From an optimization exercise on the open Yosys and OpenROAD flow, aimed at small area, a short achievable clock period and few clock cycles; shortcuts taken in it are not production practice.
RTL that was checked went through simulation tests only; none was proved equivalent to the original.
Power figures rest on the tool's default switching activity, not on a simulated workload.

==> inputs of 06-14 <==
// bfx_core
module bfx_core (
    input  wire         clk,
    input  wire         rst,
    input  wire         cmd_valid,
    output wire         cmd_ready,
    input  wire [127:0] cmd_hdr,
    input  wire         pay_valid,
    output wire         pay_ready,
    input  wire [7:0]   pay_data,
    output wire         rsp_valid,
    input  wire         rsp_ready,
    output wire [7:0]   rsp_status,
    output wire [31:0]  rsp_value,
    output wire [31:0]  rsp_rlen,
    output wire         res_valid,
    input  wire         res_ready,
    output wire [7:0]   res_data
);
    localparam [7:0] OP_WRAP        = 8'h01, OP_ALLOCATE     = 8'h02,
                     OP_REMAINING   = 8'h03, OP_FLIP         = 8'h04,
                     OP_GET_BITS    = 8'h10, OP_GET_BITS_AT  = 8'h11,
                     OP_GET_BYTES   = 8'h12, OP_GET_BYTES_AT = 8'h13,
                     OP_PUT_BITS    = 8'h20, OP_PUT_BITS_AT  = 8'h21,
                     OP_PUT_BYTES   = 8'h22, OP_PUT_BYTES_AT = 8'h23,
                     OP_PUT_INT     = 8'h24, OP_PUT_SHORT    = 8'h25,
                     OP_ARRAY       = 8'h30, OP_USED_ARRAY   = 8'h31,
  ...
Settings: LEC_CHECK=0, ABC_AREA=1, CAP_MARGIN=20, CORE_MARGIN=2, CORE_UTILIZATION=60, SETUP_SLACK_MARGIN=5, SLEW_MARGIN=20; clock period 10.0 ns.
run.sh (not shown) runs the stock make flow with config.mk's settings and CLKGATE_MAP_FILE= SYNTH_SCRIPT=/design/flow/synth_recipe.tcl, a recipe that flattens the netlist after the stock synthesis.
==> 08-04 (differences from 06-14) <==
--- a/flow/design.v
+++ b/flow/design.v
@@ -46,13 +46,13 @@
     reg         pay_rdy;
     reg [31:0]  creg;          
     reg [8:0]   bl;            
     reg [8:0]   ptr;           
     reg         c1;            
     reg         ok_r;          
-    reg         k_w;           
+    reg [8:0]   n_r;           
     reg         k_wrap, k_alloc, k_flip, k_seq, k_getat, k_at_bytes,
                 k_arr, k_used, k_pay;
     wire [5:0]  k    = ptr[8:3];
     wire [2:0]  b    = ptr[2:0];
     wire [3:0]  m_o  = ptr[7:4];                     
     wire [4:0]  m_e  = ptr[8:4] + {4'd0, ptr[3]};    
@@ -75,28 +75,21 @@
     wire [7:0]  sral  = creg[7:0] << (4'd8 - chunk);    
     wire [7:0]  src8  = k_pay ? pay_data : sral;
     wire [15:0] d16   = {src8 & tmask, 8'h00} >> b;
     wire [15:0] m16   = {tmask, 8'h00} >> b;
     wire [15:0] mrg   = (win & ~m16) | d16;
     wire        pay_fire = pay_valid && pay_rdy;
-    wire        wact     = ok_r && k_w && (bl != 9'd0);
+    wire        wact     = ok_r && (bl != 9'd0);
     wire        wen      = wact && (!k_pay || pay_fire);
     wire        clr      = c1 && ok_r && k_alloc;
     wire [7:0]  we_v     = clr ? 8'h00 : (k[0] ? mrg[7:0]  : mrg[15:8]);
     wire [7:0]  wo_v     = clr ? 8'h00 : (k[0] ? mrg[15:8] : mrg[7:0]);
-    wire        bl_ge8   = (bl[8:3] != 6'd0);
-    wire        bl_ge16  = (bl[8:4] != 5'd0);
-    wire        bl_last  = !bl_ge8 || (bl[3] && !bl_ge16 && bl[2:0] == 3'd0);   
-    wire [8:0]  bl_nx    = bl_last ? 9'd0 : {bl[8:3] - 6'd1, bl[2:0]};
-    wire [3:0]  chunk_nx = bl_ge16 ? 4'd8 : {1'b0, bl[2:0]};
-    wire [3:0]  nr_at    = (bl[2:0] == 3'd0) ? 4'd8 : {1'b0, bl[2:0]};
-    wire [8:0]  p_delta  = wact ? (k_pay ? {5'd0, chunk} : -{5'd0, chunk_nx}) :
-                           (c1 && k_getat) ? {5'd0, nr_at} : 9'd8;
-    wire [8:0]  ptr_nx   = ptr + p_delta;
+    wire [8:0]  bl_nx    = bl - {5'd0, chunk};
+    wire [3:0]  chunk_nx = (bl_nx[8:3] != 6'd0) ? 4'd8 : {1'b0, bl_nx[2:0]};
     wire        mv      = c1 && ok_r && k_seq;
-    wire [8:0]  pos_add = pos + bl;
+    wire [8:0]  pos_add = pos + n_r;
     wire [8:0]  pos_new = (c1 && ok_r && (k_wrap || k_alloc || k_flip)) ? 9'd0 :
                           mv ? pos_add : pos;
     wire [7:0]  op  = cmd_hdr[127:120];
     wire [23:0] rsv = cmd_hdr[119:96];
     wire [31:0] A   = cmd_hdr[95:64];
     wire [31:0] B   = cmd_hdr[63:32];
@@ -223,14 +216,14 @@
     wire ok = (status == ST_OK);
     wire [3:0] n4       = A[3:0];
     wire [7:0] data8    = C[7:0];
     wire [3:0] pm_width = B[3:0] - n4;
     wire [7:0] low_ones = ~(8'hFF << n4);
     wire [3:0] first_r  = (a9[2:0] == 3'd0) ? 4'd8 : {1'b0, a9[2:0]};
-    wire [3:0] nr_r     = k_at_bytes ? ((bl[2:0] == 3'd0) ? 4'd8 : {1'b0, bl[2:0]})
-                                     : bl[3:0];
+    wire [3:0] nr_r     = k_at_bytes ? ((n_r[2:0] == 3'd0) ? 4'd8 : {1'b0, n_r[2:0]})
+                                     : n_r[3:0];
     wire [3:0] sh_n     = cmd_rdy ? (is_gbyt ? first_r : n4) : nr_r;
     wire [7:0] rd_n     = w8 >> (4'd8 - sh_n);
     reg [8:0] value;
     always @(*) begin
         case (op)
             OP_REMAINING:   value = rem;
@@ -260,16 +253,13 @@
     wire [7:0] s0       = store[255:248];
     wire [7:0] arr_mask = top_mask(cap3);
     wire [7:0] use_mask = top_mask(pos[2:0]);
     wire [7:0] lmask    = k_arr ? arr_mask : k_used ? use_mask : 8'hFF;
     wire [7:0] s0_arr   = s0 & ((len == 6'd1) ? arr_mask : 8'hFF);
     wire [7:0] s0_used  = s0 & ((used_len == 6'd1) ? use_mask : 8'hFF);
-    wire       a_gt8    = (a9[8:3] != 6'd0) && (a9 != 9'd8);
-    wire [8:0] pos_m8   = pos - 9'd8;
-    wire [8:0] h_base   = (is_sput && a_gt8) ? pos_m8 : pos;
-    wire [8:0] h_off    = is_gbyt ? {5'd0, first_r} : (is_sput && a_gt8) ? a9 : 9'd0;
+    wire [8:0] sput_off = (a9[8:3] != 6'd0 && a9 != 9'd8) ? a9 - 9'd8 : 9'd0;
     assign cmd_ready  = cmd_rdy;
     assign pay_ready  = pay_rdy;
     assign rsp_valid  = rsp_v;
     assign rsp_status = {5'd0, r_status};
     assign rsp_value  = {23'd0, r_value};
     assign rsp_rlen   = {26'd0, r_rlen};
@@ -281,13 +271,13 @@
     reg        n_rsp_v, n_res_v, n_pay_rdy, n_wbusy;
     always @(*) begin
         n_rsp_v   = (rsp_v && !rsp_fire) || (c1 && k_getat);
         n_res_v   = (res_v && !(res_fire && res_left == 6'd1)) ||
                     (c1 && k_getat && k_at_bytes && ok_r && res_left != 6'd0);
         n_pay_rdy = pay_rdy && !(pay_fire && creg == 32'd1);
-        n_wbusy   = wact && !k_pay && !bl_last;
+        n_wbusy   = ok_r && !k_pay && (wen ? bl_nx : bl) != 9'd0;
     end
     always @(posedge clk) begin
         if (rst) begin
             cmd_rdy <= 1'b1;
             rsp_v   <= 1'b0;
             res_v   <= 1'b0;
@@ -304,14 +294,14 @@
             pay_rdy  <= is_pay && !c_z;
             r_status <= status;
             r_value  <= ok ? value : 9'd0;
             r_rlen   <= ok ? rlen : 6'd0;
             res_left <= rlen;
             creg     <= C;
-            bl       <= is_wrap ? {C[5:0], 3'b000} : a9;
-            k_w      <= is_sput || is_pay;
+            n_r      <= a9;
+            bl       <= is_wrap ? {C[5:0], 3'b000} : (is_sput || is_pay) ? a9 : 9'd0;
             k_wrap   <= is_wrap;
             k_alloc  <= is_alloc;
             k_flip   <= is_flip;
             k_seq    <= is_gbits || is_gbyt || is_pbits || is_pbyt || is_pint || is_pshort;
             k_getat  <= is_getat;
             k_at_bytes <= is_gbyta;
@@ -325,16 +315,18 @@
             else
                 res_d <= s0_used;
             if (is_wrap)
                 ptr <= 9'd0;
             else if (is_getat || is_putat)
                 ptr <= B[8:0];
+            else if (is_gbyt)
+                ptr <= pos + {5'd0, first_r};
             else if (is_arr || is_used)
                 ptr <= 9'd8;
-            else if (is_gbyt || is_sput)
-                ptr <= h_base + h_off;
+            else if (is_sput)
+                ptr <= pos + sput_off;
         end else begin
             c1      <= 1'b0;
             cmd_rdy <= !(n_rsp_v || n_res_v || n_pay_rdy || n_wbusy);
             rsp_v   <= n_rsp_v;
             res_v   <= n_res_v;
             pay_rdy <= n_pay_rdy;
@@ -345,55 +337,55 @@
                     len   <= creg[5:0];
                     cap3  <= 3'd0;
                     pad   <= 3'd0;
                 end
                 if (k_alloc) begin
                     valid <= 1'b1;
-                    len   <= bl[8:3] + {5'd0, bl[2:0] != 3'd0};
-                    cap3  <= bl[2:0];
-                    pad   <= 3'd0 - bl[2:0];
+                    len   <= n_r[8:3] + {5'd0, n_r[2:0] != 3'd0};
+                    cap3  <= n_r[2:0];
+                    pad   <= 3'd0 - n_r[2:0];
                 end
                 if (k_flip && pos[2:0] != 3'd0)
                     pad <= 3'd0 - pos[2:0];
             end
             if (pay_fire)
                 creg <= creg - 32'd1;
             if (wen) begin
                 bl <= bl_nx;
-                if (bl_last)
+                if (bl_nx == 9'd0)
                     ptr <= pos_new;
+                else if (k_pay)
+                    ptr <= ptr + {5'd0, chunk};
                 else
-                    ptr <= ptr_nx;
+                    ptr <= ptr - {5'd0, chunk_nx};
                 if (!k_pay)
                     creg <= creg >> 8;
             end
             if (res_fire) begin
                 res_left <= res_left - 6'd1;
                 if (res_left == 6'd1)
                     ptr <= pos_new;
                 else begin
                     res_d <= w8 & ((res_left == 6'd2) ? lmask : 8'hFF);
-                    ptr   <= ptr_nx;
+                    ptr   <= ptr + 9'd8;
                 end
             end
             if (c1 && k_getat) begin
                 if (!k_at_bytes)
                     r_value <= ok_r ? {1'b0, rd_n} : 9'd0;
                 res_d <= rd_n;
             end
             if (c1) begin
                 if (k_getat && k_at_bytes && ok_r && res_left != 6'd0)
-                    ptr <= ptr_nx;
+                    ptr <= ptr + {5'd0, nr_r};
                 else if (!wact && !res_v)
                     ptr <= pos_new;
             end
         end
     end
-    wire [31:0] k_oh  = 32'd1 << k[4:0];
-    wire [31:0] k_sel = (k[5] ? 32'd0 : (k_oh | {k_oh[30:0], 1'b0})) & {32{wen}};
     integer i;
     always @(posedge clk) begin
         for (i = 0; i < 32; i = i + 1)
-            if (clr || k_sel[i])
+            if (clr || (wen && (k == i || k + 6'd1 == i)))
                 store[255 - 8*i -: 8] <= (i % 2 == 0) ? we_v : wo_v;
     end
 endmodule
--- a/flow/config.mk
+++ b/flow/config.mk
@@ -5,9 +5,9 @@
 export SDC_FILE = /design/flow/constraint.sdc
 export NUM_CORES = 4
 export LEC_CHECK = 0
 export ABC_AREA = 1
 export CAP_MARGIN = 20
 export CORE_MARGIN = 2
-export CORE_UTILIZATION = 60
+export CORE_UTILIZATION = 40
 export SETUP_SLACK_MARGIN = 5
 export SLEW_MARGIN = 20
==> 10-25 (differences from 06-14) <==
--- a/flow/design.v
+++ b/flow/design.v
@@ -62,39 +62,59 @@
     generate
         for (g = 0; g < 16; g = g + 1) begin : g_eo
             assign eb[g] = store[255 - 16*g -: 8];
             assign ob[g] = store[247 - 16*g -: 8];
         end
     endgenerate
-    wire [7:0]  ev   = eb[m_e[3:0]];
-    wire [7:0]  ov   = ob[m_o];
+    wire [15:0] oh_e = 16'd1 << m_e[3:0];
+    wire [15:0] oh_o = 16'd1 << m_o;
+    reg  [7:0]  ev, ov;
+    integer q;
+    always @(*) begin
+        ev = 8'h00;
+        ov = 8'h00;
+        for (q = 0; q < 16; q = q + 1) begin
+            ev = ev | (eb[q] & {8{oh_e[q]}});
+            ov = ov | (ob[q] & {8{oh_o[q]}});
+        end
+    end
     wire [15:0] win  = k[0] ? {ov, ev} : {ev, ov};
     wire [15:0] wsh  = win << b;
     wire [7:0]  w8   = wsh[15:8];                    
-    wire [3:0]  chunk = (bl[8:3] != 6'd0) ? 4'd8 : {1'b0, bl[2:0]};
+    wire        bl_ge8   = (bl[8:3] != 6'd0);
+    wire        bl_last  = !bl_ge8 || (bl[3] && bl[8:4] == 5'd0 && bl[2:0] == 3'd0);   
+    wire        full8    = k_pay ? bl_ge8 : (bl[2:0] == 3'd0);
+    wire [3:0]  chunk    = full8 ? 4'd8 : {1'b0, bl[2:0]};
+    wire [8:0]  bl_nx    = bl_last ? 9'd0 :
+                           (k_pay || bl[2:0] == 3'd0) ? {bl[8:3] - 6'd1, bl[2:0]} : {bl[8:3], 3'b000};
+    wire [1:0]  cbyte    = bl[4:3] - {1'b0, bl[2:0] == 3'd0};      
+    reg  [7:0]  cb;
+    always @(*) begin
+        case (cbyte)
+            2'd0:    cb = creg[7:0];
+            2'd1:    cb = creg[15:8];
+            2'd2:    cb = creg[23:16];
+            default: cb = creg[31:24];
+        endcase
+    end
     wire [7:0]  tmask = ~(8'hFF >> chunk);
-    wire [7:0]  sral  = creg[7:0] << (4'd8 - chunk);    
+    wire [7:0]  sral  = cb << (4'd8 - chunk);           
     wire [7:0]  src8  = k_pay ? pay_data : sral;
     wire [15:0] d16   = {src8 & tmask, 8'h00} >> b;
     wire [15:0] m16   = {tmask, 8'h00} >> b;
     wire [15:0] mrg   = (win & ~m16) | d16;
     wire        pay_fire = pay_valid && pay_rdy;
     wire        wact     = ok_r && k_w && (bl != 9'd0);
     wire        wen      = wact && (!k_pay || pay_fire);
     wire        clr      = c1 && ok_r && k_alloc;
     wire [7:0]  we_v     = clr ? 8'h00 : (k[0] ? mrg[7:0]  : mrg[15:8]);
     wire [7:0]  wo_v     = clr ? 8'h00 : (k[0] ? mrg[15:8] : mrg[7:0]);
-    wire        bl_ge8   = (bl[8:3] != 6'd0);
-    wire        bl_ge16  = (bl[8:4] != 5'd0);
-    wire        bl_last  = !bl_ge8 || (bl[3] && !bl_ge16 && bl[2:0] == 3'd0);   
-    wire [8:0]  bl_nx    = bl_last ? 9'd0 : {bl[8:3] - 6'd1, bl[2:0]};
-    wire [3:0]  chunk_nx = bl_ge16 ? 4'd8 : {1'b0, bl[2:0]};
     wire [3:0]  nr_at    = (bl[2:0] == 3'd0) ? 4'd8 : {1'b0, bl[2:0]};
-    wire [8:0]  p_delta  = wact ? (k_pay ? {5'd0, chunk} : -{5'd0, chunk_nx}) :
-                           (c1 && k_getat) ? {5'd0, nr_at} : 9'd8;
-    wire [8:0]  ptr_nx   = ptr + p_delta;
+    wire [3:0]  p_delta  = wact ? chunk : (c1 && k_getat) ? nr_at : 4'd8;
+    wire [3:0]  pn_lo    = {1'b0, ptr[2:0]} + p_delta[3:0];
+    wire [8:0]  ptr_nx   = {ptr[8:3] + {5'd0, pn_lo[3]}, pn_lo[2:0]};
     wire        mv      = c1 && ok_r && k_seq;
     wire [8:0]  pos_add = pos + bl;
     wire [8:0]  pos_new = (c1 && ok_r && (k_wrap || k_alloc || k_flip)) ? 9'd0 :
                           mv ? pos_add : pos;
     wire [7:0]  op  = cmd_hdr[127:120];
     wire [23:0] rsv = cmd_hdr[119:96];
@@ -220,29 +240,31 @@
             endcase
         end
     end
     wire ok = (status == ST_OK);
     wire [3:0] n4       = A[3:0];
     wire [7:0] data8    = C[7:0];
-    wire [3:0] pm_width = B[3:0] - n4;
     wire [7:0] low_ones = ~(8'hFF << n4);
-    wire [3:0] first_r  = (a9[2:0] == 3'd0) ? 4'd8 : {1'b0, a9[2:0]};
-    wire [3:0] nr_r     = k_at_bytes ? ((bl[2:0] == 3'd0) ? 4'd8 : {1'b0, bl[2:0]})
-                                     : bl[3:0];
-    wire [3:0] sh_n     = cmd_rdy ? (is_gbyt ? first_r : n4) : nr_r;
-    wire [7:0] rd_n     = w8 >> (4'd8 - sh_n);
+    wire [2:0] sh3      = cmd_rdy ? (is_gbyt ? a9[2:0] : n4[2:0]) : bl[2:0];
+    wire       sh8      = cmd_rdy ? (is_gbyt ? (a9[2:0] == 3'd0) : n4[3]) :
+                                    (k_at_bytes ? (bl[2:0] == 3'd0) : bl[3]);
+    wire [15:0] rd_t    = {8'h00, w8} << sh3;
+    wire [7:0] rd_n     = sh8 ? w8 : rd_t[15:8];
+    wire [15:0] pl_t    = {8'h00, data8} << n4[2:0];
+    wire [7:0]  pm_x    = data8 & (8'hFF >> n4);
+    wire [15:0] pm_t    = {8'h00, pm_x} << B[3:0];
     reg [8:0] value;
     always @(*) begin
         case (op)
             OP_REMAINING:   value = rem;
             OP_GET_BITS:    value = {1'b0, rd_n};
-            OP_PICK_MIDDLE: value = {1'b0, (data8 << n4) >> (4'd8 - pm_width)};
-            OP_PICK_LEFT:   value = {1'b0, data8 >> (4'd8 - n4)};
+            OP_PICK_MIDDLE: value = {1'b0, pm_t[15:8]};
+            OP_PICK_LEFT:   value = {1'b0, n4[3] ? data8 : pl_t[15:8]};
             OP_PICK_RIGHT:  value = {1'b0, data8 & low_ones};
             OP_RIGHT_MASK:  value = {1'b0, low_ones};
-            OP_LEFT_MASK:   value = {1'b0, 8'hFF << (4'd8 - n4)};
+            OP_LEFT_MASK:   value = {1'b0, ~(8'hFF >> n4)};
             default:        value = 9'd0;
         endcase
     end
     wire [5:0] n_bytes  = a9[8:3] + {5'd0, a9[2:0] != 3'd0};    
     wire [5:0] used_len = pos[8:3] + {5'd0, pos[2:0] != 3'd0};
     reg [5:0] rlen;
@@ -260,31 +282,30 @@
     wire [7:0] s0       = store[255:248];
     wire [7:0] arr_mask = top_mask(cap3);
     wire [7:0] use_mask = top_mask(pos[2:0]);
     wire [7:0] lmask    = k_arr ? arr_mask : k_used ? use_mask : 8'hFF;
     wire [7:0] s0_arr   = s0 & ((len == 6'd1) ? arr_mask : 8'hFF);
     wire [7:0] s0_used  = s0 & ((used_len == 6'd1) ? use_mask : 8'hFF);
-    wire       a_gt8    = (a9[8:3] != 6'd0) && (a9 != 9'd8);
-    wire [8:0] pos_m8   = pos - 9'd8;
-    wire [8:0] h_base   = (is_sput && a_gt8) ? pos_m8 : pos;
-    wire [8:0] h_off    = is_gbyt ? {5'd0, first_r} : (is_sput && a_gt8) ? a9 : 9'd0;
+    wire [3:0] h_lo     = {1'b0, pos[2:0]} + {1'b0, a9[2:0]};
+    wire       h_cy     = h_lo[3] || (a9[2:0] == 3'd0);
+    wire [5:0] ph1      = pos[8:3] + 6'd1;
     assign cmd_ready  = cmd_rdy;
     assign pay_ready  = pay_rdy;
     assign rsp_valid  = rsp_v;
     assign rsp_status = {5'd0, r_status};
-    assign rsp_value  = {23'd0, r_value};
-    assign rsp_rlen   = {26'd0, r_rlen};
-    assign res_valid  = res_v;
+    assign rsp_value  = {23'd0, r_value & {9{ok_r}}};
+    assign rsp_rlen   = {26'd0, r_rlen & {6{ok_r}}};
+    assign res_valid  = res_v && ok_r;
     assign res_data   = res_d;
     wire hdr_fire = cmd_valid && cmd_rdy;
     wire rsp_fire = rsp_v && rsp_ready;
-    wire res_fire = res_v && res_ready;
+    wire res_fire = res_v && ok_r && res_ready;
     reg        n_rsp_v, n_res_v, n_pay_rdy, n_wbusy;
     always @(*) begin
         n_rsp_v   = (rsp_v && !rsp_fire) || (c1 && k_getat);
-        n_res_v   = (res_v && !(res_fire && res_left == 6'd1)) ||
+        n_res_v   = (res_v && ok_r && !(res_fire && res_left == 6'd1)) ||
                     (c1 && k_getat && k_at_bytes && ok_r && res_left != 6'd0);
         n_pay_rdy = pay_rdy && !(pay_fire && creg == 32'd1);
         n_wbusy   = wact && !k_pay && !bl_last;
     end
     always @(posedge clk) begin
         if (rst) begin
@@ -297,17 +318,17 @@
             valid   <= 1'b0;
         end else if (hdr_fire) begin
             cmd_rdy  <= 1'b0;
             c1       <= 1'b1;
             ok_r     <= ok;
             rsp_v    <= !is_getat;
-            res_v    <= ok && (is_gbyt || is_arr || is_used) && (rlen != 6'd0);
+            res_v    <= (is_gbyt || is_arr || is_used) && (rlen != 6'd0);
             pay_rdy  <= is_pay && !c_z;
             r_status <= status;
-            r_value  <= ok ? value : 9'd0;
-            r_rlen   <= ok ? rlen : 6'd0;
+            r_value  <= value;
+            r_rlen   <= rlen;
             res_left <= rlen;
             creg     <= C;
             bl       <= is_wrap ? {C[5:0], 3'b000} : a9;
             k_w      <= is_sput || is_pay;
             k_wrap   <= is_wrap;
             k_alloc  <= is_alloc;
@@ -327,14 +348,14 @@
             if (is_wrap)
                 ptr <= 9'd0;
             else if (is_getat || is_putat)
                 ptr <= B[8:0];
             else if (is_arr || is_used)
                 ptr <= 9'd8;
-            else if (is_gbyt || is_sput)
-                ptr <= h_base + h_off;
+            else if (is_gbyt)
+                ptr <= {h_cy ? ph1 : pos[8:3], h_lo[2:0]};
         end else begin
             c1      <= 1'b0;
             cmd_rdy <= !(n_rsp_v || n_res_v || n_pay_rdy || n_wbusy);
             rsp_v   <= n_rsp_v;
             res_v   <= n_res_v;
             pay_rdy <= n_pay_rdy;
@@ -360,33 +381,31 @@
             if (wen) begin
                 bl <= bl_nx;
                 if (bl_last)
                     ptr <= pos_new;
                 else
                     ptr <= ptr_nx;
-                if (!k_pay)
-                    creg <= creg >> 8;
             end
             if (res_fire) begin
                 res_left <= res_left - 6'd1;
                 if (res_left == 6'd1)
                     ptr <= pos_new;
                 else begin
                     res_d <= w8 & ((res_left == 6'd2) ? lmask : 8'hFF);
                     ptr   <= ptr_nx;
                 end
             end
             if (c1 && k_getat) begin
                 if (!k_at_bytes)
-                    r_value <= ok_r ? {1'b0, rd_n} : 9'd0;
+                    r_value <= {1'b0, rd_n};
                 res_d <= rd_n;
             end
             if (c1) begin
                 if (k_getat && k_at_bytes && ok_r && res_left != 6'd0)
                     ptr <= ptr_nx;
-                else if (!wact && !res_v)
+                else if (!wact && !(res_v && ok_r))
                     ptr <= pos_new;
             end
         end
     end
     wire [31:0] k_oh  = 32'd1 << k[4:0];
     wire [31:0] k_sel = (k[5] ? 32'd0 : (k_oh | {k_oh[30:0], 1'b0})) & {32{wen}};
--- a/flow/config.mk
+++ b/flow/config.mk
@@ -5,9 +5,9 @@
 export SDC_FILE = /design/flow/constraint.sdc
 export NUM_CORES = 4
 export LEC_CHECK = 0
 export ABC_AREA = 1
 export CAP_MARGIN = 20
 export CORE_MARGIN = 2
-export CORE_UTILIZATION = 60
+export CORE_UTILIZATION = 40
 export SETUP_SLACK_MARGIN = 5
 export SLEW_MARGIN = 20
==> summary of the runs <==
Clock skew, highest first: 06-14, 08-04, 10-25. The lowest global-route usage belongs to 10-25, the highest to 06-14. Wire length: 10-25 < 06-14 < 08-04. Non-clock buffer count, lowest first: 10-25, 06-14, 08-04. Of 08-04 and 06-14, 08-04 has the higher sequential cell count (gap 8). The highest power belongs to 08-04, the lowest to 06-14. In 06-14 the combinational power is smaller than in 08-04, by about 10%. First-iteration DRC count, lowest first: 10-25, 08-04, 06-14.
Testbench counts of 10-25, summed over its fixed seeds: cycles 18,537.
For 06-14 and 08-04, only the layout was checked, not whether the RTL still works.

[re-timing with driven ports]
The flow's constraints put no driver on any port. The routed layouts listed below were extracted and timed again, unchanged, in two steps. Step 1 sets driving cells, clkbuf_16 on the clock port and buf_2 on the other inputs (assumed; they add their load-dependent delay and slew). Step 2, shift: input delay + t, output delay - t, t = (earliest + latest rising clock arrival at the registers) / 2. This alone moves slack from input paths to output paths. a / b / c = ideal ports / drivers / drivers and shift; a / b = the first two.
run | t, ns | slack for setup (ns) | hold WS [ns] | clock arrival spread, ns
06-14 | 0.631 | 4.960 / 4.992 / 4.362 | 0.586 / 0.586 / 0.586 | 0.029 / 0.029
08-04 | 0.656 | 4.815 / 4.823 / 4.194 | 0.511 / 0.511 / 0.511 | 0.024 / 0.024
10-25 | 0.627 | 5.085 / 5.119 / 4.492 | 0.494 / 0.494 / 0.494 | 0.021 / 0.022
After both steps every run listed still meets setup and hold. The setup slack of 08-04, which loses most, moves by +0.008 ns with the drivers and by -0.621 ns with both steps.
